Background: an optimization exercise with open tools, aiming at small area, a short achievable clock period and few clock cycles. Do not read the settings as production practice. In this exercise RTL edits were held to simulation tests only and were not proved equivalent to the original.

job 101:
==> flow/design.v (excerpt) <==
module cprq_core (
    input  wire         clk,
    input  wire         rst,             
    input  wire         cmd_valid,
    output reg          cmd_ready,
    input  wire [31:0]  cmd_hdr,
    input  wire [31:0]  cmd_addr,
    input  wire [31:0]  cmd_a,
    input  wire [31:0]  cmd_b,
    input  wire [31:0]  cmd_c,
    output reg          rsp_valid,
    input  wire         rsp_ready,
    output reg  [1:0]   rsp_status,
    output reg          rsp_f0v,
    output reg          rsp_f1v,
    output reg  [111:0] rsp_frame0,
    output wire [111:0] rsp_frame1,
    output reg          crc_req_valid,
    input  wire         crc_req_ready,
    output reg  [87:0]  crc_req_msg,
    input  wire         crc_rsp_valid,
    output reg          crc_rsp_ready,
    input  wire [23:0]  crc_rsp_val
);
    localparam [1:0] OP_MKPOS = 2'b01,
                     OP_MKALT = 2'b10,
                     OP_MKVEL = 2'b11;
    localparam [4:0] TYPE_ALT = 5'd0,
                     TYPE_POS = 5'd17,
                     TYPE_VEL = 5'd19;
    localparam [2:0] P0 = 3'd0, P1 = 3'd1, P2 = 3'd2, P3 = 3'd3, P4 = 3'd4;
    reg [2:0]  ph;
    reg [6:0]  c_hdr;
    reg [23:0] c_addr;
    reg [31:0] c_a, c_b, c_c;
    reg [28:0] zq_r;        
    reg [5:0]  nz;
    reg        m_wait;      
    reg        m_slot;      
    reg        m_last;      
    reg [59:0] nmsg;
    reg        n_v;
    reg        n_slot;
    reg        n_last;
    reg [58:0] f1_lo;       
    assign rsp_frame1 = {rsp_frame0[111:59] & {53{rsp_f1v}}, f1_lo};
    wire [1:0] op      = c_hdr[1:0];
    wire [1:0] variant = c_hdr[3:2];
    wire       pa      = c_hdr[4];
    wire       pb      = c_hdr[5];
    wire       pc      = c_hdr[6];
    wire       is_err  = (op == 2'b00) || (variant == 2'b11);
    wire       is_pos  = (op == OP_MKPOS) && (variant != 2'b11);
    wire [7:0] fb      = (variant == 2'b01) ? 8'h95 : 8'h92;
    wire       imf     = (variant == 2'b10);
    wire [11:0] ac;
    wire        ss, ss_a, ss_b;
    wire [10:0] ens, eew;
    wire [9:0]  evr;
  ...
Settings: LEC_CHECK=0, CAP_MARGIN=20, CORE_MARGIN=2, CORE_UTILIZATION=40, SLEW_MARGIN=20; clock period 34.0 ns.
standard.sh (not shown) runs the stock make flow with config.mk's settings and CLKGATE_MAP_FILE= SYNTH_SCRIPT=/design/flow/synth_recipe.tcl, a recipe that flattens the netlist after the stock synthesis.
==> flow/flow/run.sh <==
#!/bin/bash
# Own layout flow: the standard flow (standard.sh) with
#  - synthesis through flow/synth.tcl: the standard flow's script, but ABC maps with an
#    area-recovering script at a realistic delay target; no full-adder
#    extraction and yosys's own carry-lookahead mapping (registers unchanged);
#  - timing repair aiming below the 34 ns constraint (SETUP_SLACK_MARGIN),
#    so that the achieved period is short. The SDC is the standard flow's, unchanged;
#  - every port still gets its buffer, but a plain buf_1 (BUFFER_PORTS_ARGS)
#    instead of the delay cell buffer_ports picks by default;
#  - larger clock-sink clusters (CTS_CLUSTER_SIZE), fewer clock buffers.
# Every tool's output goes to the ORFS logs under orfs/logs; make's own
# output goes to flow_make.log in this folder.
set -euo pipefail
W=$PWD
export FLOW_ABC_DELAY_PS=6000
bash standard.sh \
  SYNTH_SCRIPT=$W/flow/synth.tcl \
  ADDER_MAP_FILE= \
  SYNTH_OPERATIONS_ARGS=-nofsm \
  SETUP_SLACK_MARGIN=25.2 \
  CTS_CLUSTER_SIZE=24 \
  'BUFFER_PORTS_ARGS=-buffer_cell sky130_fd_sc_hd__buf_1' \
  finish > $W/flow_make.log 2>&1
==> flow/flow/synth.tcl <==
# The standard flow's synthesis script (synth_recipe.tcl) with one change: ABC maps with
# yosys's own area-recovering script at a realistic delay target instead of
# ORFS's fixed minimum-delay script. Registers are mapped before ABC, exactly
# as in the standard synthesis.
proc synth {args} { yosys synth -nofsm -noshare {*}$args }
proc abc {args} {
  set out {}
  set skip 0
  foreach a $args {
    if {$skip} { set skip 0; continue }
    if {$a eq "-script" || $a eq "-D"} { set skip 1; continue }
    lappend out $a
  }
  yosys abc {*}$out -D $::env(FLOW_ABC_DELAY_PS)
}
source $::env(SCRIPTS_DIR)/synth.tcl
# left out here: clear keep_hierarchy, flatten, clean up, hide names made inside functions, write 1_2_yosys.v
Job 101 | stages: all done | timing, DRC, antenna: all pass
Testbench counts of job 101, summed over its fixed seeds: cycles 4,802.
[inputs] job 102 vs job 101
--- a/flow/flow/run.sh
+++ b/flow/flow/run.sh
@@ -10 +10 @@
-#  - larger clock-sink clusters (CTS_CLUSTER_SIZE), fewer clock buffers.
+#  - clock tree built from clkbuf_8 (CTS_BUF_LIST) instead of clkbuf_16.
@@ -20,2 +20,2 @@
-  SETUP_SLACK_MARGIN=25.2 \
-  CTS_CLUSTER_SIZE=24 \
+  SETUP_SLACK_MARGIN=24.8 \
+  CTS_BUF_LIST=sky130_fd_sc_hd__clkbuf_8 \
Notes after the runs:
Every stage of the flow completed for job 102, and the final layout passed the timing, design-rule and antenna checks. In terms of share of the synthesized area in compound gates (AO/OA/AOI/OAI), job 101 and job 102 differ only marginally. When job 102 is set beside job 101, its inverter count of the layout excluding clock inverters turns out to be 0.66% smaller. Job 102 packs its core looser than job 101. Re aggregate global routing overflow: no difference whatsoever between job 101 and job 102. Area share of fa/ha/maj cells after synthesis: job 102 vs job 101 identical.
> inputs changed (job 102 -> job 103)
--- a/flow/flow/run.sh
+++ b/flow/flow/run.sh
@@ -7,4 +7 @@
-#    so that the achieved period is short. The SDC is the standard flow's, unchanged;
-#  - every port still gets its buffer, but a plain buf_1 (BUFFER_PORTS_ARGS)
-#    instead of the delay cell buffer_ports picks by default;
-#  - clock tree built from clkbuf_8 (CTS_BUF_LIST) instead of clkbuf_16.
+#    so that the achieved period is short. The SDC is the standard flow's, unchanged.
@@ -20,3 +17 @@
-  SETUP_SLACK_MARGIN=24.8 \
-  CTS_BUF_LIST=sky130_fd_sc_hd__clkbuf_8 \
-  'BUFFER_PORTS_ARGS=-buffer_cell sky130_fd_sc_hd__buf_1' \
+  SETUP_SLACK_MARGIN=25.2 \
==> run notes <==
- Job 103 ends up with higher tightest slew margin relative to the limit than job 102 does.
- Looking at setup skew after layout across both flows, job 103 is the weaker of the two, with job 102 ahead.
- Every run (job 103 and job 102) finished clean.
- Looking at design area across job 103 and job 102, the one that comes out higher is job 103.
- Looking only at area used by multi-input combinational logic, and setting everything else aside, the lower value of job 103 and job 102 goes to job 102.
- Cmp job 103 and job 102 / total number of vias / lower: job 102
- Summary of job 103 over job 102: first-pass detailed-route iteration total now larger.
## Diff of input files: job 104 against job 103
--- a/flow/flow/run.sh
+++ b/flow/flow/run.sh
@@ -7 +7,4 @@
-#    so that the achieved period is short. The SDC is the standard flow's, unchanged.
+#    so that the achieved period is short. The SDC is the standard flow's, unchanged;
+#  - every port still gets its buffer, but a plain buf_1 (BUFFER_PORTS_ARGS)
+#    instead of the delay cell buffer_ports picks by default;
+#  - clock tree built from clkbuf_8 (CTS_BUF_LIST) instead of clkbuf_16.
@@ -17,0 +21,2 @@
+  CTS_BUF_LIST=sky130_fd_sc_hd__clkbuf_8 \
+  'BUFFER_PORTS_ARGS=-buffer_cell sky130_fd_sc_hd__buf_1' \
==> comparison <==
In the flow results for job 104 and job 103, the fraction of the cycle the final worst path needs is smaller on job 104.
[job 104 vs job 103] routed wire length: lower in job 104
Delta(count of clock-buffer cells in the layout, job 104 - job 103) > 0
Between job 104 and job 103, clock network contribution to total cell area is lower for job 103, job 104 comes in above that.
Job 104 has net count reported at finish below what job 103 had.
Core util | job 104 vs job 103 | job 104 lower
From job 103 to job 104 the numbers moved as follows: met3 wire length went down by 8.4%.
### job 104 -> job 105
--- a/flow/flow/run.sh
+++ b/flow/flow/run.sh
@@ -9,2 +9 @@
-#    instead of the delay cell buffer_ports picks by default;
-#  - clock tree built from clkbuf_8 (CTS_BUF_LIST) instead of clkbuf_16.
+#    instead of the delay cell buffer_ports picks by default.
@@ -21 +19,0 @@
-  CTS_BUF_LIST=sky130_fd_sc_hd__clkbuf_8 \
==> run notes <==
- Job 105: all stages complete, timing, DRC and antenna checks passed
- Between job 104 and job 105, the flow reports cell depth of the worst flop-to-flop path increasing by more than 10%.
- Area added between synthesis and finish on job 105 is up relative to job 104.

cprq_core again, from the RTL that the note above started with.
clock: 34.0 ns
lec_check: 0
cap_margin: 20
core_margin: 2
core_utilization: 40
slew_margin: 20
==> flow/flow/run.sh <==
#!/bin/bash
# Own layout flow: the standard flow (standard.sh) with
#  - synthesis through flow/synth.tcl: the standard flow's script, but ABC maps with an
#    area-recovering script at a realistic delay target; no full-adder
#    extraction and yosys's own carry-lookahead mapping (registers unchanged);
#  - timing repair aiming below the 34 ns constraint (SETUP_SLACK_MARGIN),
#    so that the achieved period is short. The SDC is the standard flow's, unchanged;
#  - every port still gets its buffer, but a plain buf_1 (BUFFER_PORTS_ARGS)
#    instead of the delay cell buffer_ports picks by default;
#  - clock tree built from clkbuf_4 and clkbuf_8 (CTS_BUF_LIST) instead of clkbuf_16.
# Every tool's output goes to the ORFS logs under orfs/logs; make's own
# output goes to flow_make.log in this folder.
set -euo pipefail
W=$PWD
export FLOW_ABC_DELAY_PS=6000
bash standard.sh \
  SYNTH_SCRIPT=$W/flow/synth.tcl \
  ADDER_MAP_FILE= \
  SYNTH_OPERATIONS_ARGS=-nofsm \
  SETUP_SLACK_MARGIN=25.0 \
  'CTS_BUF_LIST=sky130_fd_sc_hd__clkbuf_4 sky130_fd_sc_hd__clkbuf_8' \
  'BUFFER_PORTS_ARGS=-buffer_cell sky130_fd_sc_hd__buf_1' \
  finish > $W/flow_make.log 2>&1
Scripts as last shown in full above: flow/flow/synth.tcl
Testbench counts at the start, summed over its fixed seeds: cycles 4,802.
Edit:
--- a/flow/flow/run.sh
+++ b/flow/flow/run.sh
@@ -9,3 +9,3 @@
 #    instead of the delay cell buffer_ports picks by default;
-#  - clock tree built from clkbuf_4 and clkbuf_8 (CTS_BUF_LIST) instead of clkbuf_16.
+#  - larger clock-sink clusters (CTS_CLUSTER_SIZE), fewer clock buffers.
 # Every tool's output goes to the ORFS logs under orfs/logs; make's own
@@ -19,4 +19,4 @@
   SYNTH_OPERATIONS_ARGS=-nofsm \
-  SETUP_SLACK_MARGIN=25.0 \
-  'CTS_BUF_LIST=sky130_fd_sc_hd__clkbuf_4 sky130_fd_sc_hd__clkbuf_8' \
+  SETUP_SLACK_MARGIN=24.8 \
+  CTS_CLUSTER_SIZE=24 \
   'BUFFER_PORTS_ARGS=-buffer_cell sky130_fd_sc_hd__buf_1' \
Utilization goes up by 0.37 points.
Routed wire length grows by about 0.46%.
Clock skew is about the same.
Count of clock-buffer cells in the layout came out lower by 52.
Maximum frequency came out lower by 2.0%.
Die area is unchanged.
Final cell count falls by 0.35%.

re-timing with driven ports:
In the flow no input, the clock included, has a driving cell. The finished layouts below were timed again as built, in two steps.
Step 1 sets driving cells, clkbuf_16 on the clock port and buf_2 on the other inputs (assumed; they add their load-dependent delay and slew).
Step 2, shift: input delay + t, output delay - t, t = (earliest + latest rising clock arrival at the registers) / 2. This alone moves slack from input paths to output paths.
Three values: no drivers, after step 1, after step 2; two values: the first two.
run	t (ns)	slack for setup (ns)	worst hold slack (ns)	worst data-port slew with drivers (ns)	cell pins on the clock port's net
job 101	0.750	24.938 / 24.938 / 24.318	0.451 / 0.451 / 0.451	0.17	1
job 102	0.834	24.825 / 24.825 / 24.080	0.448 / 0.448 / 0.448	0.18	1
job 103	0.740	24.811 / 24.811 / 24.445	0.448 / 0.448 / 0.448	0.19	1
job 104	0.870	25.023 / 25.023 / 24.391	0.449 / 0.449 / 0.449	0.18	1
job 105	0.750	24.938 / 24.938 / 24.318	0.451 / 0.451 / 0.451	0.17	1
the first run of note 2	0.814	25.023 / 25.023 / 24.276	0.447 / 0.447 / 0.447	0.18	1
the second run of note 2	0.753	24.841 / 24.841 / 24.109	0.446 / 0.446 / 0.446	0.22	1
After both steps every run listed still meets setup and hold. For the first run of note 2, which loses most, drivers alone change the setup slack by 0.000 ns; drivers and shift together by -0.747 ns.
